This design comes from an exercise in tuning for small area and few clock cycles on the open sky130 flow, not from production work. Only simulation tests tie the RTL to the original design; equivalence was not proved. No activity file was given, so power comes from the tool's default toggle rates.

===== run.sh =====
#!/bin/bash
# synth_recipe.tcl (not shown) runs the flow's synth.tcl, then flattens the netlist and writes it again
# the make line also repeats each setting of config.mk as NAME=value (left out here)
make -C /OpenROAD-flow-scripts/flow DESIGN_CONFIG=/design/flow/config.mk WORK_HOME=/design/flow/orfs CLKGATE_MAP_FILE= SYNTH_SCRIPT=/design/flow/synth_recipe.tcl finish

===== config.mk =====
export PLATFORM = sky130hd
export DESIGN_NAME = osc2midi_bridge
export DESIGN_NICKNAME = osc2midi_bridge
export VERILOG_FILES = /design/flow/design.v
export SDC_FILE = /design/flow/constraint.sdc
export NUM_CORES = 4
export LEC_CHECK = 0
export ABC_AREA = 1
export CAP_MARGIN = 20
export CORE_MARGIN = 2
export CORE_UTILIZATION = 40
export SLEW_MARGIN = 20

===== constraint.sdc =====
create_clock -name core_clock -period 6.0 [get_ports {clk}]
set_input_delay 1.2000 -clock core_clock [delete_from_list [all_inputs] [get_ports {clk}]]
set_output_delay 1.2000 -clock core_clock [all_outputs]
set_load 0.01 [all_outputs]

===== design.v =====
module osc2midi_decoder (
    input  wire        clk,
    input  wire        rst,
    input  wire        strobe,      
    input  wire [7:0]  in_byte,
    output reg         emit,        
    output reg  [31:0] pkt
);
    reg [7:0] rs;                   
    reg [7:0] buf0;                 
    reg [6:0] buf1;                 
    reg [1:0] n;                    
    reg       sx;                   
    reg [1:0] exp_cnt;
    always @(*) begin
        case (rs[7:4])
            4'h8, 4'h9, 4'hA, 4'hB, 4'hE: exp_cnt = 2'd2;
            4'hC, 4'hD:                   exp_cnt = 2'd1;
            4'hF: begin
                case (rs[3:0])
                    4'h1, 4'h3: exp_cnt = 2'd1;
                    4'h2:       exp_cnt = 2'd2;
                    default:    exp_cnt = 2'd0;
                endcase
            end
            default: exp_cnt = 2'd0;
        endcase
    end
    reg [3:0] cin;
    always @(*) begin
        if (rs[7:4] != 4'hF)
            cin = rs[7:4];
        else if (rs[3:0] == 4'h2)
            cin = 4'h3;
        else
            cin = 4'h2;             
    end
    reg [7:0] rs_d, buf0_d;
    reg [6:0] buf1_d;
    reg [1:0] n_d;
    reg       sx_d;
    always @(*) begin
        rs_d   = rs;
        buf0_d = buf0;
        buf1_d = buf1;
        n_d    = n;
        sx_d   = sx;
        emit   = 1'b0;
        pkt    = 32'h0;
        if (in_byte[7:3] == 5'b11111) begin
            emit = 1'b1;
            pkt  = {8'h0F, in_byte, 16'h0000};
        end else if (in_byte == 8'hF7) begin
            if (sx) begin
                emit = 1'b1;
                case (n)
                    2'd0:    pkt = {8'h05, 8'hF7, 16'h0000};
                    2'd1:    pkt = {8'h06, buf0, 8'hF7, 8'h00};
                    default: pkt = {8'h07, buf0, 1'b0, buf1, 8'hF7};
                endcase
            end
            sx_d = 1'b0;
            rs_d = 8'h00;
            n_d  = 2'd0;
        end else if (in_byte == 8'hF0) begin
            sx_d   = 1'b1;
            rs_d   = 8'hF0;
            buf0_d = 8'hF0;
            n_d    = 2'd1;
        end else if (in_byte[7]) begin
            sx_d = 1'b0;
            rs_d = in_byte;
            n_d  = 2'd0;
            if (in_byte[7:2] == 6'b111101 && in_byte[1:0] != 2'b11) begin
                emit = 1'b1;
                pkt  = {8'h05, in_byte, 16'h0000};
            end
        end else if (sx) begin
            if (n == 2'd2) begin
                emit = 1'b1;
                pkt  = {8'h04, buf0, 1'b0, buf1, in_byte};
                n_d  = 2'd0;
            end else begin
                if (n == 2'd0) buf0_d = in_byte;
                else           buf1_d = in_byte[6:0];
                n_d = n + 2'd1;
            end
        end else if (exp_cnt != 2'd0) begin
            if (exp_cnt == 2'd1) begin
                emit = 1'b1;
                pkt  = {4'h0, cin, rs, in_byte, 8'h00};
            end else if (n[0]) begin
                emit = 1'b1;
                pkt  = {4'h0, cin, rs, buf0, in_byte};
                n_d  = 2'd0;
            end else begin
                buf0_d = in_byte;
                n_d    = 2'd1;
            end
        end
    end
    always @(posedge clk) begin
        if (rst) begin
            rs <= 8'h00;
            n  <= 2'd0;
            sx <= 1'b0;
        end else if (strobe) begin
            rs <= rs_d;
            n  <= n_d;
            sx <= sx_d;
        end
    end
    always @(posedge clk) begin
        if (strobe) begin
            buf0 <= buf0_d;
            buf1 <= buf1_d;
        end
    end
endmodule
module osc2midi_tx (
    input  wire       clk,
    input  wire       rst,
    input  wire       in_valid,
    output wire       in_ready,
    input  wire [7:0] in_byte,
    input  wire       in_bye,
    output wire       out_valid,
    input  wire       out_ready,
    output reg  [7:0] out_data,
    output wire       out_last
);
    reg        full;                
    reg        h_bye;               
    reg  [7:0] h_byte;              
    reg  [4:0] idx;                 
    wire        dec_emit;
    wire [31:0] dec_pkt;
    assign out_valid = full && (h_bye || dec_emit);
    assign out_last  = h_bye ? (idx == 5'd15) : (idx == 5'd30);
    wire done = full && (out_valid ? (out_ready && out_last) : 1'b1);
    assign in_ready = !full || done;
    osc2midi_decoder u_dec (
        .clk     (clk),
        .rst     (rst),
        .strobe  (done && !h_bye),
        .in_byte (h_byte),
        .emit    (dec_emit),
        .pkt     (dec_pkt)
    );
    function [7:0] hex_char(input [3:0] v);
        begin
            if (v < 4'd10) hex_char = 8'h30 + {4'h0, v};
            else           hex_char = 8'h57 + {4'h0, v};
        end
    endfunction
    reg [3:0] nib;
    always @(*) begin
        case ({~idx[2], idx[1:0]})      
            3'd0: nib = dec_pkt[31:28];
            3'd1: nib = dec_pkt[27:24];
            3'd2: nib = dec_pkt[23:20];
            3'd3: nib = dec_pkt[19:16];
            3'd4: nib = dec_pkt[15:12];
            3'd5: nib = dec_pkt[11:8];
            3'd6: nib = dec_pkt[7:4];
            default: nib = dec_pkt[3:0];
        endcase
    end
    always @(*) begin
        case (idx)
            5'd0:  out_data = 8'h2F;    
            5'd1:  out_data = 8'h6F;    
            5'd2:  out_data = 8'h73;    
            5'd3:  out_data = 8'h63;    
            5'd4:  out_data = 8'h32;    
            5'd5:  out_data = 8'h6D;    
            5'd6:  out_data = 8'h69;    
            5'd7:  out_data = 8'h64;    
            5'd8:  out_data = 8'h69;    
            5'd9:  out_data = 8'h2F;    
            5'd10: out_data = h_bye ? 8'h62 : 8'h65;    
            5'd11: out_data = h_bye ? 8'h79 : 8'h76;    
            5'd12: out_data = 8'h65;    
            5'd13: out_data = h_bye ? 8'h00 : 8'h6E;    
            5'd14: out_data = h_bye ? 8'h00 : 8'h74;    
            5'd16: out_data = 8'h2C;    
            5'd17: out_data = 8'h73;    
            5'd20, 5'd21, 5'd22, 5'd23,
            5'd24, 5'd25, 5'd26, 5'd27: out_data = hex_char(nib);
            default: out_data = 8'h00;
        endcase
    end
    always @(posedge clk) begin
        if (rst)
            full <= 1'b0;
        else if (in_ready)
            full <= in_valid;
    end
    always @(posedge clk) begin
        if (in_ready && in_valid) begin
            h_bye  <= in_bye;
            h_byte <= in_byte;
        end
    end
    always @(posedge clk) begin
        if (!out_valid || done)
            idx <= 5'd0;
        else if (out_ready)
            idx <= idx + 5'd1;
    end
endmodule
module osc2midi_rx (
    input  wire       clk,
    input  wire       rst,
    input  wire       rx_valid,
    output wire       rx_ready,
    input  wire [7:0] rx_data,
    input  wire       rx_last,
    output wire       mo_valid,
    input  wire       mo_ready,
    output reg  [7:0] mo_data,
    output wire       mo_bye
);
    reg [4:0]  cnt;                 
    reg        alive;               
    reg        kind;                
    reg [1:0]  len;                 
    reg [23:0] val;                 
    reg        o_act;               
    reg        o_bye;               
    reg [1:0]  o_idx;               
    assign rx_ready = !(o_act && alive && (cnt[4] || cnt[3:0] == 4'd15));
    wire accept = rx_valid && rx_ready;
    assign mo_valid = o_act;
    assign mo_bye   = o_bye;
    always @(*) begin
        case (o_idx)
            2'd0:    mo_data = val[23:16];
            2'd1:    mo_data = val[15:8];
            default: mo_data = val[7:0];
        endcase
    end
    reg [7:0] pfx;
    always @(*) begin
        case (cnt)
            5'd0:  pfx = 8'h2F;
            5'd1:  pfx = 8'h6F;
            5'd2:  pfx = 8'h73;
            5'd3:  pfx = 8'h63;
            5'd4:  pfx = 8'h32;
            5'd5:  pfx = 8'h6D;
            5'd6:  pfx = 8'h69;
            5'd7:  pfx = 8'h64;
            5'd8:  pfx = 8'h69;
            5'd9:  pfx = 8'h2F;
            5'd11: pfx = kind ? 8'h76 : 8'h79;
            5'd12: pfx = 8'h65;
            5'd13: pfx = kind ? 8'h6E : 8'h00;
            5'd14: pfx = kind ? 8'h74 : 8'h00;
            5'd16: pfx = 8'h2C;
            5'd17: pfx = 8'h73;
            default: pfx = 8'h00;
        endcase
    end
    wire       is_dig = (rx_data[7:4] == 4'h3) && (rx_data[3:0] <= 4'd9);
    wire       is_let = (rx_data[7:6] == 2'b01) && (rx_data[4:3] == 2'b00) &&
                        (rx_data[2:0] != 3'd0) && (rx_data[2:0] != 3'd7);
    wire       ch_ok  = is_dig || is_let;
    wire [3:0] ch_val = is_dig ? rx_data[3:0] : {1'b0, rx_data[2:0]} + 4'd9;
    wire in_hex = cnt[4] && (cnt[3] || cnt[2]);         
    wire is_b10 = (rx_data == 8'h65) || (rx_data == 8'h62);
    wire match  = in_hex ? ch_ok : (cnt == 5'd10) ? is_b10 : (rx_data == pfx);
    reg [1:0] cin_len;
    always @(*) begin
        case (ch_val)
            4'h0, 4'h1:             cin_len = 2'd0;
            4'h2, 4'h6, 4'hC, 4'hD: cin_len = 2'd2;
            4'h5, 4'hF:             cin_len = 2'd1;
            default:                cin_len = 2'd3;
        endcase
    end
    wire ok      = alive && match;
    wire fin_bye = ok && !kind && (cnt == 5'd15);
    wire fin_ev  = ok && (cnt == 5'd27) && (len != 2'd0);
    always @(posedge clk) begin
        if (rst) begin
            cnt   <= 5'd0;
            alive <= 1'b1;
        end else if (accept) begin
            if (rx_last) begin
                cnt   <= 5'd0;
                alive <= 1'b1;
            end else begin
                cnt   <= cnt + 5'd1;
                alive <= ok && !(cnt == 5'd27) && !fin_bye;
            end
        end
    end
    always @(posedge clk) begin
        if (accept && cnt == 5'd10)
            kind <= rx_data[0];
        if (accept && alive && cnt == 5'd21)
            len <= cin_len;
        if (accept && alive && in_hex && (cnt[3] || cnt[1]))       
            val <= {val[19:0], ch_val};
    end
    always @(posedge clk) begin
        if (rst) begin
            o_act <= 1'b0;
        end else if (accept && (fin_bye || fin_ev)) begin
            o_act <= 1'b1;
        end else if (mo_ready && (o_bye || o_idx == len - 2'd1)) begin
            o_act <= 1'b0;
        end
    end
    always @(posedge clk) begin
        if (accept && (fin_bye || fin_ev)) begin
            o_bye <= fin_bye;
            o_idx <= 2'd0;
        end else if (mo_ready) begin
            o_idx <= o_idx + 2'd1;
        end
    end
endmodule
module osc2midi_bridge (
    input  wire       clk,
    input  wire       rst,
    input  wire       in_valid,
    output wire       in_ready,
    input  wire [7:0] in_byte,
    input  wire       in_bye,
    output wire       out_valid,
    input  wire       out_ready,
    output wire [7:0] out_data,
    output wire       out_last,
    input  wire       rx_valid,
    output wire       rx_ready,
    input  wire [7:0] rx_data,
    input  wire       rx_last,
    output wire       mo_valid,
    input  wire       mo_ready,
    output wire [7:0] mo_data,
    output wire       mo_bye
);
    osc2midi_tx u_tx (
        .clk       (clk),
        .rst       (rst),
        .in_valid  (in_valid),
        .in_ready  (in_ready),
        .in_byte   (in_byte),
        .in_bye    (in_bye),
        .out_valid (out_valid),
        .out_ready (out_ready),
        .out_data  (out_data),
        .out_last  (out_last)
    );
    osc2midi_rx u_rx (
        .clk      (clk),
        .rst      (rst),
        .rx_valid (rx_valid),
        .rx_ready (rx_ready),
        .rx_data  (rx_data),
        .rx_last  (rx_last),
        .mo_valid (mo_valid),
        .mo_ready (mo_ready),
        .mo_data  (mo_data),
        .mo_bye   (mo_bye)
    );
endmodule

==> results of run 1 <==
layout by cell type, fill, tap and decap left out, drive strengths merged:
cell type        n
clkbuf           9
clkdlybuf4s50   44
bufinv           2
a31oi            5
inv            114
clkinvlp         1
xor2             6
o21a             1
o21ai           37
or4              1
buf              1
o21bai           3
o2111ai          1
nor3            20
ha              21
or2              5
nand4           20
edfxtp          52
and2             2
a211oi           5
nand3b           2
o211ai           4
nor2           102
o31ai            2
nand3           56
nor4             6
conb             1
a21boi           1
dfxtp           26
a21oi           44
nand2          237
o22ai            4
a22oi           10
clkinv           5
critical path, cell delays in order (launching register included):
cell and delay (ns):
edfxtp_1 0.66, nand2_1 0.23, inv_1 0.12, nand4_1 0.50
inv_1 0.40, o21bai_1 0.17, nand2_1 0.06, nand2_1 0.06
inv_1 0.04, nand3_1 0.09, nand2_2 0.09, ha_1 0.22
inv_1 0.08, nand2_1 0.05, nand2_1 0.07, nand2_1 0.05
nand2_1 0.06, nand2_1 0.04, clkdlybuf4s50_1 0.48
cell type report:
cell class,instances,area share [%]
sequential,78,31.9
multi-input combinational,596,46.2
tap,180,3.45
clock inverter,7,1.50
inverter,115,6.64
timing repair buffer,45,6.83
clock buffer,9,3.45
worst max-delay path by stage:
stage / start / endpoint / cells past startpoint
finish: u_tx.h_byte[1] / out_data[2] / 18
global placement: u_tx.h_byte[1] / out_data[2] / 18
CTS: u_tx.h_byte[1] / out_data[2] / 18
global route: u_tx.h_byte[1] / out_data[2] / 18
detailed placement: u_tx.h_byte[1] / out_data[2] / 18
floorplan: u_tx.h_byte[1] / out_data[2] / 18
where the power goes:
group	internal (uW)	total (uW)	switching, uW
Sequential	586	610	23.9
Clock	366	591	226
Combinational	116	268	152
Total	1070	1470	402
cells by family after synthesis:
| logic type | Yosys count | share of synthesized area, % |
|---|---|---|
| fa+ha+maj | 21 | 4.68 |
| simple gates | 451 | 35.7 |
| compound gates | 117 | 12.0 |
| flops | 78 | 37.1 |
| xor+xnor | 6 | 0.935 |
| other cells | 1 | 0.0668 |
| buf+inv | 136 | 9.49 |
sequential cells by signal, summed over array words and instances, names as in the netlist, 2 cells and up:
register and flops:
u_tx.u_dec.rs 8, u_tx.u_dec.buf1 7, u_rx.val 24, u_rx.cnt 5, u_tx.u_dec.buf0 8, u_tx.idx 5
u_tx.h_byte 8, u_rx.o_idx 2, u_tx.u_dec.n 2, u_rx.len 2
per-layer routing:
layer	vias to the layer above	GRT usage [%]
met4	0	9.48
met1	2542	27.2
met5	-	0
met2	190	36.7
li1	2729	-
met3	37	4.93
through the flow:
| stage | power [uW] | hold slack, ns | setup WS (ns) | utilization, % |
|---|---|---|---|---|
| floorplan | 776 | 0.426 | 2.65 | - |
| global placement | 888 | 0.435 | 1.24 | 44.9 |
| detailed placement | 889 | 0.437 | 1.33 | 44.9 |
| CTS | 1490 | 0.456 | 0.939 | 47.3 |
| global route | 1540 | 0.458 | 0.697 | 47.3 |
| finish | 1470 | 0.451 | 0.980 | 47.3 |
==> summary.md, run 1 <==
| Metric | Value |
|---|---|
| Worst VDD drop | `0.176 mV` |
| Synth top area share | `between 20 and 30%` |
| DRT Wirelength | `~16 mm` |
| Type of the worst setup path | `flop to output port` |
| Most frequent cells after synthesis | `nand2_1 (227), inv_1 (108), nor2_1 (95), edfxtp_1 (52), nand3_1 (52)` |
| Multi-input gate area | `approximately 3000 um^2` |
| Metal2 WL | `7.71 mm` |
| Gpl congestion | `between 1 and 1.5` |
| Max Clk Rate | `roughly 0.2 GHz` |
| Die Area | `about 15,000 um^2` |
| Placed Cells | `roughly 1.0k` |
| Register area share after synthesis | `about 37%` |
| Vert. Die Dim | `between 100 and 150 um` |
| H-tree level count | `3` |
| Core Region | `between 10,000 and 15,000 um^2` |
| Placed Area | `~6200 um^2` |
| Final min period | `roughly 5.0 ns` |
| GRT Util Overall | `22.0%` |
| Post-synth cell types | `between 40 and 50` |
| Routed wl met3 | `1.10 mm` |
| Max-slew headroom | `49.3%` |
| Remaining DRCs | `0` |
| Final period util | `roughly 84%` |
| Routed wire per std cell | `~16 um` |
| R2R Setup Slk | `roughly 2.9 ns` |
| Setup crit start kind | `flop` |
| Post-CTS Setup Repair Bufs | `0` |
| Via count of the first global-routing pass | `~5.2k` |
| Worst r2r path cells | `11` |
| Num CTS Buffers | `9` |
| CTS Sinks | `between 70 and 80` |
| YS warnings | `3` |
| Reg2Reg Launch Point | `u_tx.u_dec.sx` |
| Cells after Synth | `between 800 and 900` |
| Clock Latency Late Sink | `approximately 0.34 ns` |
| Antenna-violating nets left | `0` |
| Post-Route M1 WL | `6.79 mm` |
| Hold depth | `0` |
| Synth top area cells | `edfxtp_1 (28%), nand2_1 (15%), dfxtp_1 (9.3%)` |
| DR top layer | `met4` |
| Setup tns final | `0 ns` |
| Clk buf depth | `2` |
| Initial Utilization | `~41%` |
| Iter 0 DRT Violations | `roughly 500` |
| Register area | `between 2000 and 2500 um^2` |
| RSZ-0062 raised after global routing | `no` |
| First-pass GRT wire length | `25.6 mm` |
| Post-synth net total | `between 800 and 900` |
| Post-synth EDFFs | `52` |
| Hold_buf cts | `0` |
| Vias per cell | `around 5.3` |
| Ports | `between 40 and 50` |
| Slew Limit Fails | `0` |
| Initial antenna violation count | `0` |
| P per Cell Area | `between 200 and 250 nW/um^2` |
| WP data arrival | `approximately 3.8 ns` |
| Critical path capture point type | `output port` |
| Clk pin slew, worst setup/hold paths | `0.07 ns` |
| Share of cells above drive strength 1 | `under 10%` |
| Row cnt | `43` |
| Pin count of the biggest net entering global routing | `25` |
| Syn Area/Cell | `around 6.9 um^2` |
| Post_cts resized | `0` |
| Hold Path End | `u_rx.val[16]` |
| Max-Cap Viols | `0` |
| Design Area, Final | `between 6000 and 7000 um^2` |
| Die width | `approximately 120 um` |
| RR Endpoint | `u_tx.u_dec.buf0[3]` |
| Ant diodes | `0` |
| Worst Tran Pin Value | `about 0.76 ns` |
| DPL Wire Length | `approximately 12 mm` |
| DR vias | `5,498` |
| Max Fanout on Critical Path | `13` |
| Synth-to-Final Area Change | `16.0%` |
| FILL cells | `1,414` |
| Grt ovf | `0` |
| Status | `timing/DRC/antenna clean` |
| Worst endpoint required time | `about 4.8 ns` |
| Hold Violations, Final | `0` |
| Syn Std Cell Area | `approximately 5600 um^2` |
| Root buffer cell | `clkbuf_16` |
| Final setup fails | `0` |
| Hold path startpoint | `u_rx.val[12]` |
| Drt first pass iters | `6` |
| Count leader, synth | `nand2_1` |
| Area leader, netlist | `edfxtp_1` |
| Leakage | `a little under 0.003 uW` |
| Primary FF master, synth | `edfxtp_1` |
| Count of input and output buffers | `44` |
| Synth async-reset ratio | `0%` |
| Seq cells post-synth | `between 70 and 80` |
| CTS tree | `yes` |
| Non-filler cells, final | `between 1k and 1.5k` |
| HP Class | `flop to flop` |
| Clock Skews | `0.0125 ns` |
| Layout Nets | `890` |
Testbench counts, summed over its fixed seeds: cycles 106,080.
==> inputs of run 2 (changes only) <==
--- a/config.mk
+++ b/config.mk
@@ -7,3 +7,2 @@
 export LEC_CHECK = 0
-export ABC_AREA = 1
 export CAP_MARGIN = 20
==> run 2 against run 1 <==
Against the previous run: still clean; die area grew 3.3%; hold slack is essentially flat; synthesized area up 3.4%; wire length up 10%; critical path depth fell by 5; synthesized cell count down 15%; clock-buffer cell count is the same; design area rose by 1.7%; total power grew 1.3%; sequential power about the same; critical path type unchanged.
==> summary.md, run 2 <==
| Metric | Value |
|---|---|
| Commonest non-fill, non-tap cell in the layout | `nand2_1` |
| Worst hold margin | `0.451 ns (+0.0000900 ns)` |
| Logic pwr share | `22.2% (+4.0 points)` |
| Most frequent CP cell | `inv_1` |
| Core Region | `14,400 um^2 (+4.3%)` |
| Seq cells post-synth | `78 (unchanged)` |
| Synth top area share | `26.9% (-0.92 points)` |
| Row cnt | `44 (+2.3%)` |
| Hold path startpoint | `u_rx.val[14]` |
| Routed wire per std cell | `19.8 um (+28%)` |
| Syn Std Cell Area | `5810 um^2 (+3.4%)` |
| Post-synth net total | `734 (-14%)` |
| Syn Area/Cell | `8.43 um^2 (+22%)` |
| RR Endpoint | `u_tx.u_dec.buf0[7]` |
| Via count of the first global-routing pass | `5,165 (-1.2%)` |
| Critical path capture point type | `output port` |
| Crit path max-delay family | `simple AND/OR/NAND/NOR gates` |
| Synth-to-Final Area Change | `14.1%` |
| Vias per cell | `6.21 (+16%)` |
| Hold Violations, Final | `0 (unchanged)` |
| Gpl congestion | `0.968 (-4.6%)` |
| Final period util | `90.4% (+6.7 points)` |
| Clock Latency Late Sink | `0.35 ns (about the same)` |
| Most frequent cells after synthesis | `nand2_1 (69), nor2_1 (57), edfxtp_1 (52), a21oi_1 (49)` |
| Status | `timing/DRC/antenna clean` |
| First-pass GRT wire length | `28.0 mm (+9.0%)` |
| Final setup fails | `0 (unchanged)` |
| Max-slew headroom | `39.8% (-9.5 points)` |
| Remaining DRCs | `0 (unchanged)` |
| Die width | `125 um (+1.6%)` |
| DPL Wire Length | `12.7 mm (+2.8%)` |
| H-tree level count | `3 (unchanged)` |
| Type of the worst setup path | `flop to output port` |
| YS warnings | `3 (unchanged)` |
| Pin count of the biggest net entering global routing | `27 (+8.0%)` |
| Vert. Die Dim | `125 um (+1.6%)` |
| Design Area, Final | `6630 um^2 (+1.7%)` |
| Count of input and output buffers | `44 (unchanged)` |
| Max Clk Rate | `0.184 GHz (-7.4%)` |
| Worst path bufs/invs | `3 (-2)` |
| Clk pin slew, worst setup/hold paths | `0.07 ns (about the same)` |
| Synth top area cells | `edfxtp_1 (27%), dfxtp_1 (9.0%), ha_1 (4.5%)` |
| Placed Area | `6340 um^2 (+2.4%)` |
| Worst Tran Pin Value | `0.902 ns (+0.144 ns)` |
| HP Class | `flop to flop` |
| Slew Limit Fails | `0 (unchanged)` |
| Sw frac | `30.4% (+3.1 points)` |
| Max Fanout on Critical Path | `14 (+1)` |
| Root buffer cell | `clkbuf_16` |
| Post_cts resized | `0 (unchanged)` |
| Sequential share of power | `41.2% (-0.3 points)` |
| Max reg flops | `24 (unchanged)` |
| Ant diodes | `0 (unchanged)` |
| DP Worst Slack | `0.922 ns (-0.407 ns)` |
| Worst endpoint required time | `4.80 ns (about the same)` |
| Max-Cap Viols | `0 (unchanged)` |
| CTS tree | `yes` |
| CTS Sinks | `78 (unchanged)` |
| Final min period | `5.42 ns (+0.401 ns)` |
| RSZ-0062 raised after global routing | `no` |
| Layout Nets | `746 (-16%)` |
| Primary FF master, synth | `edfxtp_1` |
| DRT Wirelength | `17.6 mm (+10%)` |
| Cells after Synth | `689 (-15%)` |
| GRT Util Overall | `22.3% (+0.38 points)` |
| Area leader, netlist | `edfxtp_1` |
| Worst VDD drop | `0.118 mV (-33%)` |
| WP data arrival | `4.22 ns (+0.40 ns)` |
| Post-CTS Setup Repair Bufs | `0 (unchanged)` |
| Hold_buf cts | `0 (unchanged)` |
| Setup tns final | `0 ns (unchanged)` |
| Register area share after synthesis | `35.8% (-1.2 points)` |
| Grt ovf | `0 (unchanged)` |
| DR vias | `5,524 (+0.47%)` |
| Reg2Reg Launch Point | `u_tx.u_dec.sx` |
| Share of cells above drive strength 1 | `5.95% (-0.29 points)` |
| Post-synth EDFFs | `52 (unchanged)` |
| P per Cell Area | `224 nW/um^2 (-0.44%)` |
| Clk buf depth | `2 (unchanged)` |
| Drt first pass iters | `5 (-1)` |
| Internal | `1040 uW (-3.0%)` |
| Setup crit start kind | `flop` |
| Synth async-reset ratio | `0% (unchanged)` |
| Reg with most FFs | `u_rx.val` |
| Slowest-stage cell, CP | `edfxtp_1` |
| Most frequent cells in the layout | `nand2_1 (69), nor2_1 (56), edfxtp_1 (52), a21oi_1 (49), clkdlybuf4s50_1 (44)` |
| Setup ws final | `0.579 ns (-0.401 ns)` |
| Die Area | `15,500 um^2 (+3.3%)` |
| Num CTS Buffers | `9 (unchanged)` |
| Leakage | `0.00232 uW (-21%)` |
| Non-filler cells, final | `890 (-14%)` |
| CP max stage delay | `0.72 ns (+0.06 ns)` |
| Clock Skews | `0.0139 ns (+0.00137 ns)` |
| Crit-path cells | `and4_1 > nand2_1 > o21ai_0 > a21o_1 > a21boi_0 > a22o_1 > inv_1 > ha_1 > inv_1 > nor2_1 > or3_1 > nand3_1 > clkdlybuf4s50_1` |
| Ports | `46 (unchanged)` |
| Initial Utilization | `40.4% (-0.35 points)` |
| Hold depth | `0 (unchanged)` |
| Initial antenna violation count | `0 (unchanged)` |
| Worst r2r path cells | `8 (-3)` |
| R2R Setup Slk | `2.60 ns (-0.27 ns)` |
| Count leader, synth | `nand2_1` |
| Switching power | `453 uW (+13%)` |
| Iter 0 DRT Violations | `527 (+5.6%)` |
| Antenna-violating nets left | `0 (unchanged)` |
| Clock Power Share | `36.6% (-3.6 points)` |
| Placed Cells | `874 (-14%)` |
| Post-synth cell types | `83 (+80%)` |
| Hold Path End | `u_rx.val[18]` |
-- run 2: worst register-to-register path, delay by kind of cell, from the launching register on --
kind	cells	cell delay, ns
simple gates	3	0.97
compound gates	4	0.95
flops	1	0.91
buf+inv	1	0.25
-- run 2: how the worst max path moves through the flow --
stage | end | start | cells after the start | slack, ns
after floorplan | out_data[2] | u_tx.u_dec.rs[0] | 11 | 2.12
after global placement | out_data[2] | u_tx.h_byte[7] | 13 | 1.04
after detailed placement | out_data[2] | u_tx.h_byte[7] | 12 | 0.92
after CTS | out_data[2] | u_tx.h_byte[7] | 12 | 0.59
after global routing | out_data[2] | u_tx.h_byte[7] | 12 | 0.32
final | out_data[2] | u_tx.h_byte[7] | 13 | 0.58
-- run 2: final cells by class --
cell class	instances	area, um^2
well taps	184	230
repair buffers	52	500
clock buffers	9	225
multi-input cells	526	3400
inverters	34	128
clock inverters	7	65.1
flip-flops and latches	78	2080
fillers	1399	7740
-- run 2: power groups by stage --
stage	Clock [uW]	Combinational (uW)	Sequential [uW]
global placement	0	328	624
detailed placement	0	332	624
CTS	559	334	612
finish	545	330	613
floorplan	0	196	611
global route	586	362	615
-- run 2: cells by family after synthesis --
| family | Yosys count | share of synthesized area [%] |
|---|---|---|
| AND/OR/NAND/NOR | 264 | 23.7 |
| buffers and inverters | 85 | 5.71 |
| XOR/XNOR | 12 | 1.81 |
| flip-flops | 78 | 35.8 |
| AO/OA/AOI/OAI | 214 | 25.7 |
| multiplexers | 14 | 2.65 |
| other | 1 | 0.0645 |
| adder cells (fa/ha/maj) | 21 | 4.52 |
-- run 2: layer usage --
| layer | routed length [um] | GRT usage, % | vias to the layer above |
|---|---|---|---|
| met2 | 7790 | 34.3 | 225 |
| met3 | 1110 | 3.87 | 41 |
| li1 | - | - | 2602 |
| met1 | 8260 | 31.6 | 2656 |
| met5 | 0 | 0 | - |
| met4 | 475 | 8.26 | 0 |
-- run 2: metrics by stage --
| step | util, % | total power [uW] |
|---|---|---|
| 2_1_floorplan | - | 807 |
| 3_3_place_gp | 44.1 | 952 |
| 3_5_place_dp | 44.1 | 956 |
| 4_1_cts | 46.1 | 1510 |
| 5_1_grt | 46.1 | 1560 |
| 6_report | 46.1 | 1490 |
==> inputs of run 3 (changes only) <==
--- a/design.v
+++ b/design.v
@@ -9,6 +9,6 @@
     reg [7:0] rs;                   
-    reg [7:0] buf0;                 
-    reg [6:0] buf1;                 
+    reg [6:0] b1;                   
     reg [1:0] n;                    
     reg       sx;                   
+    wire [7:0] b = in_byte;
     reg [1:0] exp_cnt;
@@ -28,72 +28,35 @@
     end
-    reg [3:0] cin;
+    wire [3:0] cin = (rs[7:4] != 4'hF) ? rs[7:4] : (rs[1:0] == 2'b10) ? 4'h3 : 4'h2;
+    wire is_rt     = (b[7:3] == 5'b11111);
+    wire is_f7     = (b == 8'hF7);
+    wire is_f0     = (b == 8'hF0);
+    wire is_status = b[7] && !is_rt;
+    wire is_f46    = (b[7:2] == 6'b111101) && (b[1:0] != 2'b11);
+    wire is_data   = !b[7];
     always @(*) begin
-        if (rs[7:4] != 4'hF)
-            cin = rs[7:4];
-        else if (rs[3:0] == 4'h2)
-            cin = 4'h3;
-        else
-            cin = 4'h2;             
-    end
-    reg [7:0] rs_d, buf0_d;
-    reg [6:0] buf1_d;
-    reg [1:0] n_d;
-    reg       sx_d;
-    always @(*) begin
-        rs_d   = rs;
-        buf0_d = buf0;
-        buf1_d = buf1;
-        n_d    = n;
-        sx_d   = sx;
-        emit   = 1'b0;
-        pkt    = 32'h0;
-        if (in_byte[7:3] == 5'b11111) begin
+        emit = 1'b0;
+        pkt  = 32'h0;
+        if (is_rt) begin
+            emit = 1'b1;
+            pkt  = {8'h0F, b, 16'h0000};
+        end else if (is_f7) begin
+            emit = sx;
+            case (n)
+                2'd0:    pkt = {8'h05, b, 16'h0000};
+                2'd1:    pkt = {8'h06, rs, b, 8'h00};
+                default: pkt = {8'h07, rs, 1'b0, b1, b};
+            endcase
+        end else if (is_f46) begin
             emit = 1'b1;
-            pkt  = {8'h0F, in_byte, 16'h0000};
-        end else if (in_byte == 8'hF7) begin
+            pkt  = {8'h05, b, 16'h0000};
+        end else if (is_data) begin
             if (sx) begin
+                emit = (n == 2'd2);
+                pkt  = {8'h04, rs, 1'b0, b1, b};
+            end else if (exp_cnt == 2'd1) begin
                 emit = 1'b1;
-                case (n)
-                    2'd0:    pkt = {8'h05, 8'hF7, 16'h0000};
-                    2'd1:    pkt = {8'h06, buf0, 8'hF7, 8'h00};
-                    default: pkt = {8'h07, buf0, 1'b0, buf1, 8'hF7};
-                endcase
-            end
-            sx_d = 1'b0;
-            rs_d = 8'h00;
-            n_d  = 2'd0;
-        end else if (in_byte == 8'hF0) begin
-            sx_d   = 1'b1;
-            rs_d   = 8'hF0;
-            buf0_d = 8'hF0;
-            n_d    = 2'd1;
-        end else if (in_byte[7]) begin
-            sx_d = 1'b0;
-            rs_d = in_byte;
-            n_d  = 2'd0;
-            if (in_byte[7:2] == 6'b111101 && in_byte[1:0] != 2'b11) begin
-                emit = 1'b1;
-                pkt  = {8'h05, in_byte, 16'h0000};
-            end
-        end else if (sx) begin
-            if (n == 2'd2) begin
-                emit = 1'b1;
-                pkt  = {8'h04, buf0, 1'b0, buf1, in_byte};
-                n_d  = 2'd0;
-            end else begin
-                if (n == 2'd0) buf0_d = in_byte;
-                else           buf1_d = in_byte[6:0];
-                n_d = n + 2'd1;
-            end
-        end else if (exp_cnt != 2'd0) begin
-            if (exp_cnt == 2'd1) begin
-                emit = 1'b1;
-                pkt  = {4'h0, cin, rs, in_byte, 8'h00};
-            end else if (n[0]) begin
-                emit = 1'b1;
-                pkt  = {4'h0, cin, rs, buf0, in_byte};
-                n_d  = 2'd0;
+                pkt  = {4'h0, cin, rs, b, 8'h00};
             end else begin
-                buf0_d = in_byte;
-                n_d    = 2'd1;
+                emit = (exp_cnt == 2'd2) && (n == 2'd2);
+                pkt  = {4'h0, cin, rs, 1'b0, b1, b};
             end
@@ -101,2 +64,13 @@
     end
+    reg [1:0] n_d;
+    always @(*) begin
+        if (is_status)
+            n_d = 2'd1;
+        else if (is_rt)
+            n_d = n;
+        else if (sx)
+            n_d = (n == 2'd2) ? 2'd0 : n + 2'd1;
+        else
+            n_d = (exp_cnt == 2'd2 && n == 2'd1) ? 2'd2 : 2'd1;
+    end
     always @(posedge clk) begin
@@ -107,5 +81,7 @@
         end else if (strobe) begin
-            rs <= rs_d;
-            n  <= n_d;
-            sx <= sx_d;
+            if (is_status || n == 2'd0)
+                rs <= b;
+            n <= n_d;
+            if (is_status)
+                sx <= is_f0;
         end
@@ -113,6 +89,4 @@
     always @(posedge clk) begin
-        if (strobe) begin
-            buf0 <= buf0_d;
-            buf1 <= buf1_d;
-        end
+        if (strobe && n == 2'd1)
+            b1 <= b[6:0];
     end
@@ -151,19 +125,32 @@
         begin
-            if (v < 4'd10) hex_char = 8'h30 + {4'h0, v};
-            else           hex_char = 8'h57 + {4'h0, v};
+            case (v)
+                4'h0: hex_char = 8'h30;
+                4'h1: hex_char = 8'h31;
+                4'h2: hex_char = 8'h32;
+                4'h3: hex_char = 8'h33;
+                4'h4: hex_char = 8'h34;
+                4'h5: hex_char = 8'h35;
+                4'h6: hex_char = 8'h36;
+                4'h7: hex_char = 8'h37;
+                4'h8: hex_char = 8'h38;
+                4'h9: hex_char = 8'h39;
+                4'hA: hex_char = 8'h61;
+                4'hB: hex_char = 8'h62;
+                4'hC: hex_char = 8'h63;
+                4'hD: hex_char = 8'h64;
+                4'hE: hex_char = 8'h65;
+                default: hex_char = 8'h66;
+            endcase
         end
     endfunction
-    reg [3:0] nib;
+    reg [7:0] pbyte;
     always @(*) begin
-        case ({~idx[2], idx[1:0]})      
-            3'd0: nib = dec_pkt[31:28];
-            3'd1: nib = dec_pkt[27:24];
-            3'd2: nib = dec_pkt[23:20];
-            3'd3: nib = dec_pkt[19:16];
-            3'd4: nib = dec_pkt[15:12];
-            3'd5: nib = dec_pkt[11:8];
-            3'd6: nib = dec_pkt[7:4];
-            default: nib = dec_pkt[3:0];
+        case (idx[2:1])
+            2'd2:    pbyte = dec_pkt[31:24];
+            2'd3:    pbyte = dec_pkt[23:16];
+            2'd0:    pbyte = dec_pkt[15:8];
+            default: pbyte = dec_pkt[7:0];
         endcase
     end
+    wire [3:0] nib = idx[0] ? pbyte[3:0] : pbyte[7:4];
     always @(*) begin
@@ -268,3 +255,14 @@
     wire       ch_ok  = is_dig || is_let;
-    wire [3:0] ch_val = is_dig ? rx_data[3:0] : {1'b0, rx_data[2:0]} + 4'd9;
+    reg  [3:0] ch_val;
+    always @(*) begin
+        case ({rx_data[6], rx_data[2:0]})
+            4'b1001: ch_val = 4'hA;
+            4'b1010: ch_val = 4'hB;
+            4'b1011: ch_val = 4'hC;
+            4'b1100: ch_val = 4'hD;
+            4'b1101: ch_val = 4'hE;
+            4'b1110: ch_val = 4'hF;
+            default: ch_val = rx_data[3:0];
+        endcase
+    end
     wire in_hex = cnt[4] && (cnt[3] || cnt[2]);         
--- a/config.mk
+++ b/config.mk
@@ -7,2 +7,3 @@
 export LEC_CHECK = 0
+export ABC_AREA = 1
 export CAP_MARGIN = 20
==> run 3 against run 2 <==
Against the previous run: still clean on timing, DRC and antenna; design area is 13% lower; total power fell by 8.5%; synthesized cell count increased by 4.9%.
==> summary.md, run 3 <==
| Metric | Value |
|---|---|
| Max Fanout on Critical Path | `11 (-3)` |
| RR Endpoint | `u_rx.val[6]` |
| Status | `timing/DRC/antenna clean` |
| Crit-path cells | `nand2_1 > nor2_4 > clkinv_1 > nand3_1 > nand2_1 > nand3_1 > o21ai_0 > nand2_1 > nand3_1 > nand2_1 > inv_1 > ha_1 > nand3_1 > nand3_1 > nand2_1 > nand2_1 > clkdlybuf4s50_1` |
| Leakage | `0.00261 uW (+13%)` |
| Hold Violations, Final | `0 (unchanged)` |
| Register area | `1840 um^2 (-12%)` |
| Setup tns final | `0 ns (unchanged)` |
| DR vias | `4,816 (-13%)` |
| Max-Cap Viols | `0 (unchanged)` |
| Syn Area/Cell | `6.79 um^2 (-19%)` |
| Vias per cell | `5.26 (-15%)` |
| Type of the worst setup path | `flop to output port` |
| CTS Sinks | `70 (-10%)` |
| Synth top area share | `26.9% (about the same)` |
| Area leader, netlist | `edfxtp_1` |
| YS warnings | `3 (unchanged)` |
| Via count of the first global-routing pass | `4,561 (-12%)` |
| WP data arrival | `3.51 ns (-0.71 ns)` |
| Post-synth cell types | `51 (-39%)` |
| Power after layout | `1360 uW (-8.5%)` |
| Final setup fails | `0 (unchanged)` |
| Post-CTS Setup Repair Bufs | `0 (unchanged)` |
| Commonest non-fill, non-tap cell in the layout | `nand2_1` |
| Max Clk Rate | `0.212 GHz (+15%)` |
| Primary FF master, synth | `edfxtp_1` |
| Count leader, synth | `nand2_1` |
| Antenna-violating nets left | `0 (unchanged)` |
| CP endpoint | `out_data[0]` |
| H-tree level count | `3 (unchanged)` |
| Share of cells above drive strength 1 | `4.95% (-1.0 points)` |
| Post-synth EDFFs | `44 (-15%)` |
| Multi-input gate area | `2620 um^2 (-23%)` |
| Slowest-stage cell, CP | `edfxtp_1` |
| Count of input and output buffers | `44 (unchanged)` |
| Remaining DRCs | `0 (unchanged)` |
| Iter 0 DRT Violations | `394 (-25%)` |
| Clock Latency Late Sink | `0.33 ns (-0.02 ns)` |
| Critical path capture point type | `output port` |
| Setup ws final | `1.29 ns (+0.714 ns)` |
| Die width | `115 um (-7.8%)` |
| Layout Nets | `802 (+7.5%)` |
| Num CTS Buffers | `9 (unchanged)` |
| Drt first pass iters | `6 (+1)` |
| Worst VDD drop | `0.199 mV (+69%)` |
| Worst Tran Pin Value | `0.847 ns (-0.0553 ns)` |
| R2R Setup Slk | `3.08 ns (+0.48 ns)` |
| Synth async-reset ratio | `0% (unchanged)` |
| CP Launch Point | `u_tx.h_byte[7]` |
| Clk pin slew, worst setup/hold paths | `0.06 ns (about the same)` |
| Max reg flops | `24 (unchanged)` |
| Pin count of the biggest net entering global routing | `16 (-41%)` |
| Clock Skews | `0.00640 ns (-0.00747 ns)` |
| Final period util | `78.5% (-12 points)` |
| Worst endpoint required time | `4.80 ns (about the same)` |
| Grt ovf | `0 (unchanged)` |
| DRT Wirelength | `13.2 mm (-25%)` |
| Ports | `46 (unchanged)` |
| CP max stage delay | `0.61 ns (-0.11 ns)` |
| Vert. Die Dim | `115 um (-7.8%)` |
| FILL cells | `1,226 (-12%)` |
| Hold_buf cts | `0 (unchanged)` |
| Cells after Synth | `723 (+4.9%)` |
| Gpl congestion | `0.919 (-5.1%)` |
| Top flop regs | `u_rx.val (24), u_tx.h_byte (8), u_tx.u_dec.rs (8)` |
| Most frequent cells after synthesis | `nand2_1 (220), nor2_1 (112), inv_1 (89), nand3_1 (56), edfxtp_1 (44)` |
| Register area share after synthesis | `37.5% (+1.7 points)` |
| Ant diodes | `0 (unchanged)` |
| P per Cell Area | `236 nW/um^2 (+5.1%)` |
| Most frequent cells in the layout | `nand2_1 (220), nor2_1 (111), inv_1 (89), nand3_1 (56)` |
| Slew Limit Fails | `0 (unchanged)` |
| Syn Std Cell Area | `4910 um^2 (-15%)` |
| GRT Util Overall | `21.0% (-1.4 points)` |
| DPL Wire Length | `10.4 mm (-18%)` |
| HP Class | `flop to flop` |
| Initial antenna violation count | `0 (unchanged)` |
| CTS tree | `yes` |
| Most frequent CP cell | `nand2_1` |
| Reg with most FFs | `u_rx.val` |
| Routed wire per std cell | `14.4 um (-28%)` |
| Max-slew headroom | `42.9% (+3.2 points)` |
| Reg2Reg Launch Point | `u_rx.cnt[0]` |
| Core Region | `12,000 um^2 (-16%)` |
| First-pass GRT wire length | `21.9 mm (-21%)` |
| Root buffer cell | `clkbuf_16` |
| Synth top area cells | `edfxtp_1 (27%), nand2_1 (17%), dfxtp_1 (11%)` |
| Clk buf depth | `2 (unchanged)` |
| Synth-to-Final Area Change | `17.5%` |
| Post-synth net total | `762 (+3.8%)` |
| Initial Utilization | `40.9% (+0.46 points)` |
| RSZ-0062 raised after global routing | `no` |
| Seq cells post-synth | `70 (-10%)` |
| Worst r2r path cells | `11 (+3)` |
| DP Worst Slack | `1.73 ns (+0.808 ns)` |
| Row cnt | `40 (-9.1%)` |
| Post_cts resized | `0 (unchanged)` |
| Final min period | `4.71 ns (-0.714 ns)` |
| Die Area | `13,200 um^2 (-15%)` |
| Setup crit start kind | `flop` |
## run 3: cell count changes in the layout (fill, tap and decap cells not counted), moves of 20 or more
cell,change
nand2_1,+151
inv_1,+58
nor2_1,+55
nand3_1,+31
nor2b_1,-22
o21ai_0,-20
## run 3: cell families after synthesis
logic type	share of synthesized area (%)
fa+ha+maj	3.82
compound gates	10.4
flops	37.5
mux	0.204
buf+inv	9.22
other cells	0.0763
simple gates	37.7
xor+xnor	1.07
## run 3: layout make-up
cell class / instances / share of cell area (%)
Timing Repair Buffer: 45 / 7.83
Tap cell: 147 / 3.19
Multi-Input combinational cell: 542 / 45.4
Clock inverter: 6 / 1.47
Sequential cell: 70 / 31.9
Clock buffer: 10 / 3.97
Inverter: 95 / 6.24
## run 3: per-stage QoR
stage,hold slack [ns],util [%],std cells,area (um^2)
after floorplan,0.421,-,723,4910
after global placement,0.431,45.3,898,5450
after detailed placement,0.441,45.4,899,5460
after CTS,0.454,48.1,915,5770
after global routing,0.465,48.1,915,5770
final,0.455,48.1,915,5770
## run 3: report_power, final
group | switching [uW] | total [uW] | internal [uW]
Combinational | 144 | 251 | 107
Sequential | 20.3 | 545 | 524
Clock | 202 | 565 | 363
## run 3: how the worst min path moves through the flow
stage,start,to,slack (ns),cells after the start
5_1_grt,u_rx.val[19],u_rx.val[23],0.46,0
3_5_place_dp,u_rx.val[16],u_rx.val[20],0.44,0
6_report,u_rx.val[16],u_rx.val[20],0.46,0
2_1_floorplan,u_tx.h_byte[1],u_tx.u_dec.b1[1],0.42,0
4_1_cts,u_rx.val[16],u_rx.val[20],0.45,0
3_3_place_gp,u_rx.val[12],u_rx.val[16],0.43,0
## run 3: per-layer routing
layer | routed length, um | vias to the layer above | part of all wire (%) | global-route usage [%]
li1 | - | 2428 | - | -
met1 | 5930 | 2221 | 45 | 27.3
met2 | 6290 | 149 | 48 | 35.3
met3 | 699 | 18 | 5.3 | 4.11
met4 | 234 | 0 | 1.8 | 6.67
met5 | 0 | - | 0 | 0
## run 3: worst max-delay path: cells and delay by family, from the launching register on
family / cells / cell delay, ns
compound gates: 1 / 0.11
fa+ha+maj: 1 / 0.27
simple gates: 12 / 1.31
buf+inv: 3 / 0.87
flops: 1 / 0.61
Testbench counts of run 3, summed over its fixed seeds: cycles 106,080.
==> inputs of run 4 (changes only) <==
==> flow/run.sh (new file) <==
#!/bin/bash
# Own layout flow: the standard synthesis, its combinational logic re-mapped
# for area (registers untouched), then the standard layout steps.
set -euo pipefail
HERE=$(pwd)
R=$HERE/orfs/results/$FLOW_PLATFORM/osc2midi_bridge/base
YOSYS=$FLOW_HOME/../tools/install/yosys/bin/yosys
[[ -x $YOSYS ]] || YOSYS=yosys

bash standard.sh synth > "$HERE/std_synth.log" 2>&1

LIB=$FLOW_HOME/platforms/$FLOW_PLATFORM/lib/sky130_fd_sc_hd__tt_025C_1v80.lib
DU=""
for c in $(sed -n '/^export DONT_USE_CELLS/,/^$/p' $FLOW_HOME/platforms/$FLOW_PLATFORM/config.mk | tr -d '\\' | sed 's/export DONT_USE_CELLS += //'); do
  DU="$DU -dont_use $c"
done
cp "$R/1_2_yosys.v" "$HERE/std_netlist.v"
LIB=$LIB NETLIST_IN=$HERE/std_netlist.v NETLIST_OUT=$HERE/reabc_netlist.v TOP=$FLOW_TOP \
  ABC_SCRIPT=$HERE/flow/reabc.abc DONT_USE_ARGS="$DU" \
  $YOSYS -c flow/reabc.tcl > "$HERE/reabc.log" 2>&1
cp "$HERE/reabc_netlist.v" "$R/1_2_yosys.v"
rm -f "$R/1_synth.odb" "$R/1_synth.sdc"

# port buffers: the smallest buffer; clock tree: few strong buffers, no dummy loads
export BUFFER_PORTS_ARGS="-buffer_cell sky130_fd_sc_hd__buf_1"
export CTS_ARGS="-sink_clustering_enable -repair_clock_nets -dont_use_dummy_load -buf_list sky130_fd_sc_hd__clkbuf_16 -sink_clustering_size 80 -sink_clustering_max_diameter 500"
bash standard.sh finish > "$HERE/std_finish.log" 2>&1
==> flow/reabc.abc (new file) <==
strash
dc2
dch -f
map -a
==> flow/reabc.tcl (new file) <==
# Re-map the combinational logic of the standard synthesis netlist for area.
# Flip-flops (and tie cells) are kept as they are, with their names.
yosys read_liberty -ignore_miss_func -overwrite $::env(LIB)
yosys read_verilog -overwrite $::env(NETLIST_IN)
yosys hierarchy -top $::env(TOP)
yosys setattr -mod -set keep_hierarchy 1 sky130_fd_sc_hd__*df* sky130_fd_sc_hd__*dl* sky130_fd_sc_hd__conb_1
yosys flatten
yosys opt_clean
yosys abc -script $::env(ABC_SCRIPT) -liberty $::env(LIB) {*}$::env(DONT_USE_ARGS)
yosys opt_clean -purge
yosys hilomap -singleton -hicell sky130_fd_sc_hd__conb_1 HI -locell sky130_fd_sc_hd__conb_1 LO
yosys splitnets
yosys opt_clean -purge
yosys insbuf -buf sky130_fd_sc_hd__buf_4 A X
yosys select $::env(TOP)
yosys stat -liberty $::env(LIB)
yosys write_verilog -noattr -noexpr -nohex -nodec -selected $::env(NETLIST_OUT)
==> standard.sh (new file) <==
#!/bin/bash
# synth_recipe.tcl (not shown) runs the flow's synth.tcl, then flattens the netlist and writes it again
# the make line also repeats each setting of config.mk as NAME=value (left out here)
make -C /OpenROAD-flow-scripts/flow DESIGN_CONFIG=/design/flow/config.mk WORK_HOME=/design/flow/orfs CLKGATE_MAP_FILE= SYNTH_SCRIPT=/design/flow/synth_recipe.tcl "${@:-finish}"
removed: run.sh
==> run 4 against run 3 <==
Against the previous run: first-iteration DRC count is 1.0% higher; register-to-register slack worse by 0.93 ns; critical endpoint is now out_data[3]; still clean; flip-flop and latch count stayed put; synthesized cell count is 27% lower; worst setup slack worse by 0.34 ns; critical path depth is 2 lower; largest power group is now registers; highest routed layer unchanged.
==> summary.md, run 4 <==
| Metric | Value |
|---|---|
| Top flop regs | `u_rx.val (24), u_tx.h_byte (8), u_tx.u_dec.rs (8)` |
| Antenna-violating nets left | `0 (unchanged)` |
| Reg with most FFs | `u_rx.val` |
| Most frequent cells in the layout | `nor2_1 (101), clkinv_1 (91), nand2_1 (48), buf_1 (44), edfxtp_1 (44)` |
| Vias per cell | `5.70 (+8.4%)` |
| Slowest-stage cell, CP | `dfxtp_1` |
| Worst r2r path cells | `12 (+1)` |
| Design Area, Final | `4640 um^2 (-20%)` |
| GR peak layer | `met2` |
| Slew Limit Fails | `0 (unchanged)` |
| Logic pwr share | `13.8% (-4.7 points)` |
| Type of the worst setup path | `flop to output port` |
| Met3 global-route usage | `4.74% (+0.63 points)` |
| CP endpoint | `out_data[3]` |
| Clock Skews | `0.0187 ns (+0.0123 ns)` |
| Syn Area/Cell | `7.66 um^2 (+13%)` |
| Hold Violations, Final | `0 (unchanged)` |
| Placed Area | `4410 um^2 (-19%)` |
| Final period util | `84.2% (+5.7 points)` |
| First-pass GRT wire length | `18.6 mm (-15%)` |
| P per Cell Area | `247 nW/um^2 (+4.9%)` |
| CP max stage delay | `0.39 ns (-0.22 ns)` |
| Sequential share of power | `47.9% (+7.9 points)` |
| Most frequent CP cell | `nor2_1` |
| Grt ovf | `0 (unchanged)` |
| Clk buf depth | `2 (unchanged)` |
| Clock Latency Late Sink | `0.34 ns (about the same)` |
| RR Endpoint | `u_rx.o_bye` |
| Share of cells above drive strength 1 | `2.74% (-2.2 points)` |
| Root buffer cell | `clkbuf_16` |
| Core Region | `9820 um^2 (-18%)` |
| Final core occ | `47.2% (-0.82 points)` |
| DPL Wire Length | `8.53 mm (-18%)` |
| Max reg flops | `24 (unchanged)` |
| Commonest non-fill, non-tap cell in the layout | `nor2_1` |
| Final min period | `5.05 ns (+0.342 ns)` |
| DP Worst Slack | `1.36 ns (-0.369 ns)` |
| Initial Utilization | `41.3% (+0.39 points)` |
| Post-CTS Setup Repair Bufs | `0 (unchanged)` |
| Routed wire per std cell | `15.7 um (+9.3%)` |
| Sw frac | `27.0% (+0.041 points)` |
| Row cnt | `36 (-10%)` |
| Drt first pass iters | `5 (-1)` |
| RSZ-0062 raised after global routing | `no` |
| Gpl congestion | `0.938 (+2.0%)` |
| Ant diodes | `0 (unchanged)` |
| Post-synth net total | `553 (-27%)` |
| Clock Power Share | `38.3% (-3.2 points)` |
| Final setup fails | `0 (unchanged)` |
| Worst endpoint required time | `4.80 ns (about the same)` |
| Met2 Use GR | `31.2% (-4.1 points)` |
| Max-slew headroom | `32.7% (-10 points)` |
| Synth-to-Final Area Change | `14.4%` |
| Layout Nets | `609 (-24%)` |
| Syn Std Cell Area | `4050 um^2 (-17%)` |
| Remaining DRCs | `0 (unchanged)` |
| Cells after Synth | `529 (-27%)` |
| CTS tree | `yes` |
| Pin count of the biggest net entering global routing | `16 (unchanged)` |
| R2R Setup Slk | `2.15 ns (-0.93 ns)` |
| Hold depth | `0 (unchanged)` |
| Worst VDD drop | `0.135 mV (-32%)` |
| WP data arrival | `3.85 ns (+0.34 ns)` |
| Die width | `105 um (-8.8%)` |
| Post_cts resized | `0 (unchanged)` |
| Leakage | `0.00148 uW (-43%)` |
| Num CTS Buffers | `9 (unchanged)` |
| Crit-path cells | `clkinv_1 > nor2_1 > clkinv_1 > nor2_1 > a31oi_1 > nor3_1 > nor2_1 > nor2_1 > clkinv_1 > a22oi_1 > o31ai_1 > a21oi_1 > nand4_1 > o2111ai_1 > buf_1` |
| Iter 0 DRT Violations | `398 (+1.0%)` |
| Placed Cells | `707 (-21%)` |
| CTS Sinks | `70 (unchanged)` |
| HP Class | `flop to flop` |
| Critical path capture point type | `output port` |
| Setup crit start kind | `flop` |
| Status | `timing/DRC/antenna clean` |
| Internal | `838 uW (-16%)` |
| YS warnings | `3 (unchanged)` |
| Initial antenna violation count | `0 (unchanged)` |
| CP Launch Point | `u_tx.u_dec.rs[6]` |
| Setup ws final | `0.951 ns (-0.342 ns)` |
| Die Area | `11,000 um^2 (-17%)` |
| DR vias | `4,084 (-15%)` |
| Ports | `46 (unchanged)` |
| Max Fanout on Critical Path | `7 (-4)` |
| Reg2Reg Launch Point | `u_rx.cnt[4]` |
| Switching power | `310 uW (-16%)` |
| Worst Tran Pin Value | `1.01 ns (+0.159 ns)` |
| GRT Util Overall | `20.9% (-0.055 points)` |
| Max-Cap Viols | `0 (unchanged)` |
| Non-filler cells, final | `716 (-22%)` |
| M1 GR Usage | `30.0% (+2.7 points)` |
| H-tree level count | `3 (unchanged)` |
| Vert. Die Dim | `105 um (-8.8%)` |
| Clk pin slew, worst setup/hold paths | `0.06 ns (about the same)` |
| Count of input and output buffers | `44 (unchanged)` |
| DRT Wirelength | `11.3 mm (-14%)` |
| Hold_buf cts | `0 (unchanged)` |
| Via count of the first global-routing pass | `3,757 (-18%)` |
| Setup tns final | `0 ns (unchanged)` |
| Max Clk Rate | `0.198 GHz (-6.8%)` |
-- run 4: routing by layer --
metal  share of wire [%]  vias to the layer above
met2                  44                      165
met4                 2.1                        0
met5                   0                        -
met3                 6.8                       29
li1                    -                     1999
met1                  48                     1891
-- run 4: per-stage QoR --
stage               hold slack [ns]  total power, uW
detailed placement            0.439              716
CTS                           0.433             1160
floorplan                     0.427              657
finish                        0.435             1150
global route                  0.458             1200
global placement              0.430              714
-- run 4: critical path, delay by kind of cell, from the launching register on --
kind	cells	cell delay, ns
AOI/OAI and AO/OA	5	1.09
and+or+nand+nor	6	1.34
DFF	1	0.39
buffers and inverters	4	0.69
-- run 4: area by class of cell --
class                   instances  area [um^2]
clock buffers                   9          225
inverters                      91          342
repair buffers                 46          188
multi-input cells             367         1880
fillers                      1015         5180
flip-flops and latches         70         1840
well taps                     133          166
-- run 4: how the worst min path moves through the flow --
stage / slack, ns / from / end
final: 0.43 / u_rx.val[13] / u_rx.val[17]
after global routing: 0.46 / u_rx.val[13] / u_rx.val[17]
after CTS: 0.43 / u_rx.val[13] / u_rx.val[17]
after detailed placement: 0.44 / u_rx.val[8] / u_rx.val[12]
after global placement: 0.43 / u_rx.val[13] / u_rx.val[17]
after floorplan: 0.43 / u_rx.val[18] / u_rx.val[22]
-- run 4: power by group through the flow --
stage / logic (uW) / registers [uW] / clock network (uW)
3_5_place_dp: 156 / 560 / 0
5_1_grt: 178 / 553 / 466
4_1_cts: 157 / 550 / 448
3_3_place_gp: 155 / 560 / 0
2_1_floorplan: 107 / 550 / 0
6_report: 158 / 550 / 439
==> inputs of run 5 (changes only) <==
--- a/flow/run.sh
+++ b/flow/run.sh
@@ -25,3 +25,3 @@
 export BUFFER_PORTS_ARGS="-buffer_cell sky130_fd_sc_hd__buf_1"
-export CTS_ARGS="-sink_clustering_enable -repair_clock_nets -dont_use_dummy_load -buf_list sky130_fd_sc_hd__clkbuf_16 -sink_clustering_size 80 -sink_clustering_max_diameter 500"
+export CTS_ARGS="$(cat flow/cts_args.txt)"
 bash standard.sh finish > "$HERE/std_finish.log" 2>&1
==> flow/cts_args.txt (new file) <==
-sink_clustering_enable -repair_clock_nets -dont_use_dummy_load -buf_list sky130_fd_sc_hd__clkbuf_8
==> run 5 against run 4 <==
Against the previous run: final cell count unchanged; maximum frequency down 1.3%; critical path type unchanged; worst setup slack worse by 0.066 ns; critical endpoint unchanged; core utilization down 1.0 points; die area unchanged; via count about the same.
==> summary.md, run 5 <==
| Metric | Value |
|---|---|
| Status | `timing/DRC/antenna clean` |
| Max-slew headroom | `33.3% (+0.66 points)` |
| Post-synth net total | `553 (unchanged)` |
| CP max stage delay | `0.39 ns (about the same)` |
| Row cnt | `36 (unchanged)` |
| Drt first pass iters | `5 (unchanged)` |
| Syn Area/Cell | `7.66 um^2 (unchanged)` |
| Worst Tran Pin Value | `0.996 ns (-0.00986 ns)` |
| Slowest-stage cell, CP | `dfxtp_1` |
| Ant diodes | `0 (unchanged)` |
| Max Clk Rate | `0.196 GHz (-1.3%)` |
| Hold Violations, Final | `0 (unchanged)` |
| Gpl congestion | `0.938 (unchanged)` |
| Max Fanout on Critical Path | `7 (unchanged)` |
| Die Area | `11,000 um^2 (unchanged)` |
| Sequential share of power | `55.0% (+7.1 points)` |
| Sw frac | `29.0% (+2.1 points)` |
| Die width | `105 um (unchanged)` |
| Worst VDD drop | `0.133 mV (-1.3%)` |
| Final period util | `85.2% (+1.1 points)` |
| Syn Std Cell Area | `4050 um^2 (unchanged)` |
| CTS Sinks | `70 (unchanged)` |
| Top flop regs | `u_rx.val (24), u_tx.h_byte (8), u_tx.u_dec.rs (8)` |
| Post-CTS Setup Repair Bufs | `0 (unchanged)` |
| WP data arrival | `3.91 ns (+0.06 ns)` |
| R2R Setup Slk | `2.13 ns (-0.02 ns)` |
| Grt ovf | `0 (unchanged)` |
| Hold path startpoint | `u_rx.val[13]` |
| CP Depth | `15 (unchanged)` |
| Reg with most FFs | `u_rx.val` |
| Reg2Reg Launch Point | `u_rx.cnt[4]` |
| Cells after Synth | `529 (unchanged)` |
| HP Class | `flop to flop` |
| Clock Skews | `0.0269 ns (+0.00815 ns)` |
| Clock Latency Late Sink | `0.36 ns (+0.02 ns)` |
| Post_cts resized | `0 (unchanged)` |
| DR vias | `4,088 (+0.098%)` |
| CTS tree | `yes` |
| Worst path bufs/invs | `4 (unchanged)` |
| Most frequent cells in the layout | `nor2_1 (101), clkinv_1 (91), nand2_1 (48), buf_1 (44), edfxtp_1 (44)` |
| H-tree level count | `3 (unchanged)` |
| Initial antenna violation count | `0 (unchanged)` |
| Slew Limit Fails | `0 (unchanged)` |
| Iter 0 DRT Violations | `447 (+12%)` |
| Max-Cap Viols | `0 (unchanged)` |
| Initial Utilization | `41.3% (unchanged)` |
| P per Cell Area | `220 nW/um^2 (-11%)` |
| Max reg flops | `24 (unchanged)` |
| Hold_buf cts | `0 (unchanged)` |
| Crit-path cells | `clkinv_1 > nor2_1 > clkinv_1 > nor2_1 > a31oi_1 > nor3_1 > nor2_1 > nor2_1 > clkinv_1 > a22oi_1 > o31ai_1 > a21oi_1 > nand4_1 > o2111ai_1 > buf_1` |
| Synth-to-Final Area Change | `11.9%` |
| Multi-input gate area | `1880 um^2 (unchanged)` |
| Vert. Die Dim | `105 um (unchanged)` |
| Core Region | `9820 um^2 (unchanged)` |
| RSZ-0062 raised after global routing | `no` |
| Worst hold margin | `0.429 ns (-0.00568 ns)` |
| Routed wire per std cell | `15.7 um (-0.34%)` |
| Share of cells above drive strength 1 | `2.74% (unchanged)` |
| Worst r2r path cells | `12 (unchanged)` |
| Hold Path End | `u_rx.val[17]` |
| Setup crit start kind | `flop` |
| Count of input and output buffers | `44 (unchanged)` |
| Register area | `1840 um^2 (unchanged)` |
| Root buffer cell | `clkbuf_8` |
| Logic pwr share | `15.9% (+2.1 points)` |
| FILL cells | `1,029 (+1.4%)` |
| Antenna-violating nets left | `0 (unchanged)` |
| Layout Nets | `609 (unchanged)` |
| DRT Wirelength | `11.2 mm (-0.34%)` |
| Critical path capture point type | `output port` |
| Clk pin slew, worst setup/hold paths | `0.09 ns (+0.03 ns)` |
| Type of the worst setup path | `flop to output port` |
| RR Endpoint | `u_rx.o_bye` |
| Setup tns final | `0 ns (unchanged)` |
| Ports | `46 (unchanged)` |
| Via count of the first global-routing pass | `3,754 (-0.080%)` |
| Final min period | `5.11 ns (+0.0656 ns)` |
| GRT Util Overall | `21.0% (+0.080 points)` |
| Most frequent CP cell | `nor2_1` |
| YS warnings | `3 (unchanged)` |
| Internal | `709 uW (-15%)` |
| Clk buf depth | `2 (unchanged)` |
| Clock Power Share | `29.2% (-9.1 points)` |
| Final setup fails | `0 (unchanged)` |
| DPL Wire Length | `8.53 mm (unchanged)` |
| Leakage | `0.00144 uW (-3.1%)` |
| Pin count of the biggest net entering global routing | `16 (unchanged)` |
| Num CTS Buffers | `9 (unchanged)` |
| Crit path max-delay family | `simple AND/OR/NAND/NOR gates` |
| Worst endpoint required time | `4.80 ns (about the same)` |
| Hold depth | `0 (unchanged)` |
| Remaining DRCs | `0 (unchanged)` |
| Switching power | `290 uW (-6.3%)` |
| Commonest non-fill, non-tap cell in the layout | `nor2_1` |
| Vias per cell | `5.71 (about the same)` |
| First-pass GRT wire length | `18.6 mm (unchanged)` |
-- run 5: changes by cell type in the layout (fill, tap and decap cells not counted) --
cell / previous run / this run
clkbuf_16: 9 / 0
clkbuf_8: 0 / 9
-- run 5: power by group through the flow --
stage / clock network (uW) / registers, uW / logic, uW
2_1_floorplan: 0 / 550 / 107
3_3_place_gp: 0 / 560 / 155
3_5_place_dp: 0 / 560 / 156
4_1_cts: 303 / 549 / 157
5_1_grt: 320 / 552 / 178
6_report: 291 / 549 / 158
-- run 5: worst reg2reg max path, stage by stage (launching register included) --
cell       delay [ns]
dfxtp_1          0.44
clkinv_1         0.25
nand2_1          0.22
o22ai_1          0.13
a2111oi_0        0.55
nand3_1          0.19
a21oi_1          0.19
o211ai_1         0.10
a2111oi_0        0.38
nand4_1          0.17
o311ai_0         0.12
nand3_1          0.19
nor4_1           0.58
-- run 5: through the flow --
step                total power (uW)  std cells  utilization (%)  instance area (um^2)  worst slack [ns]
floorplan                        657        529                -                  4050              2.17
detailed placement               716        707             44.9                  4410              1.36
CTS                             1010        716             46.2                  4540             0.963
global placement                 714        706             44.8                  4400              1.27
global route                    1050        716             46.2                  4540             0.575
finish                           999        716             46.2                  4540             0.885
-- run 5: area by class of cell --
class / instances / share of cell area, %
well taps: 133 / 3.67
clock buffers: 9 / 2.73
repair buffers: 46 / 4.14
flip-flops and latches: 70 / 40.6
multi-input cells: 367 / 41.3
inverters: 91 / 7.53
-- run 5: layer usage --
layer | part of all wire, % | GRT usage, % | routed length (um)
met3 | 7.1 | 5.12 | 794
met4 | 2.2 | 7.05 | 250
met1 | 47 | 30.0 | 5260
met5 | 0 | 0 | 0
met2 | 44 | 31.1 | 4910
-- run 5: worst max path at each step --
| stage | startpoint | end | slack, ns |
|---|---|---|---|
| 2_1_floorplan | u_tx.u_dec.rs[6] | out_data[3] | 2.17 |
| 3_3_place_gp | u_tx.u_dec.rs[6] | out_data[3] | 1.27 |
| 3_5_place_dp | u_tx.u_dec.rs[6] | out_data[3] | 1.36 |
| 4_1_cts | u_tx.u_dec.rs[6] | out_data[3] | 0.96 |
| 5_1_grt | u_tx.u_dec.rs[6] | out_data[4] | 0.58 |
| 6_report | u_tx.u_dec.rs[6] | out_data[3] | 0.89 |

-- port drivers added, routing unchanged --
How much do the figures lean on ideal ports? The routed layouts below were timed once more, with nothing changed but the port constraints. Step 1 sets driving cells, clkbuf_16 on the clock port and buf_2 on the other inputs (assumed; they add their load-dependent delay and slew). Step 2 adds t to the input delays and takes it off the output delays; t is the mean of the earliest and latest rising clock arrival at the registers after step 1. Input paths then give back, and output paths get back, about the clock's delay inside the block. a / b / c = ideal ports / drivers / drivers and shift; a / b = the first two.
run	t, ns	slack for setup (ns)	worst setup path after step 2
run 1	0.370	0.980 / 0.942 / 1.313	register to output
run 2	0.385	0.579 / 0.539 / 0.924	register to output
run 3	0.368	1.293 / 1.253 / 1.622	register to output
run 4	0.362	0.951 / 0.914 / 1.277	register to output
run 5	0.374	0.885 / 0.853 / 1.227	register to output
After both steps every run listed still meets setup and hold.
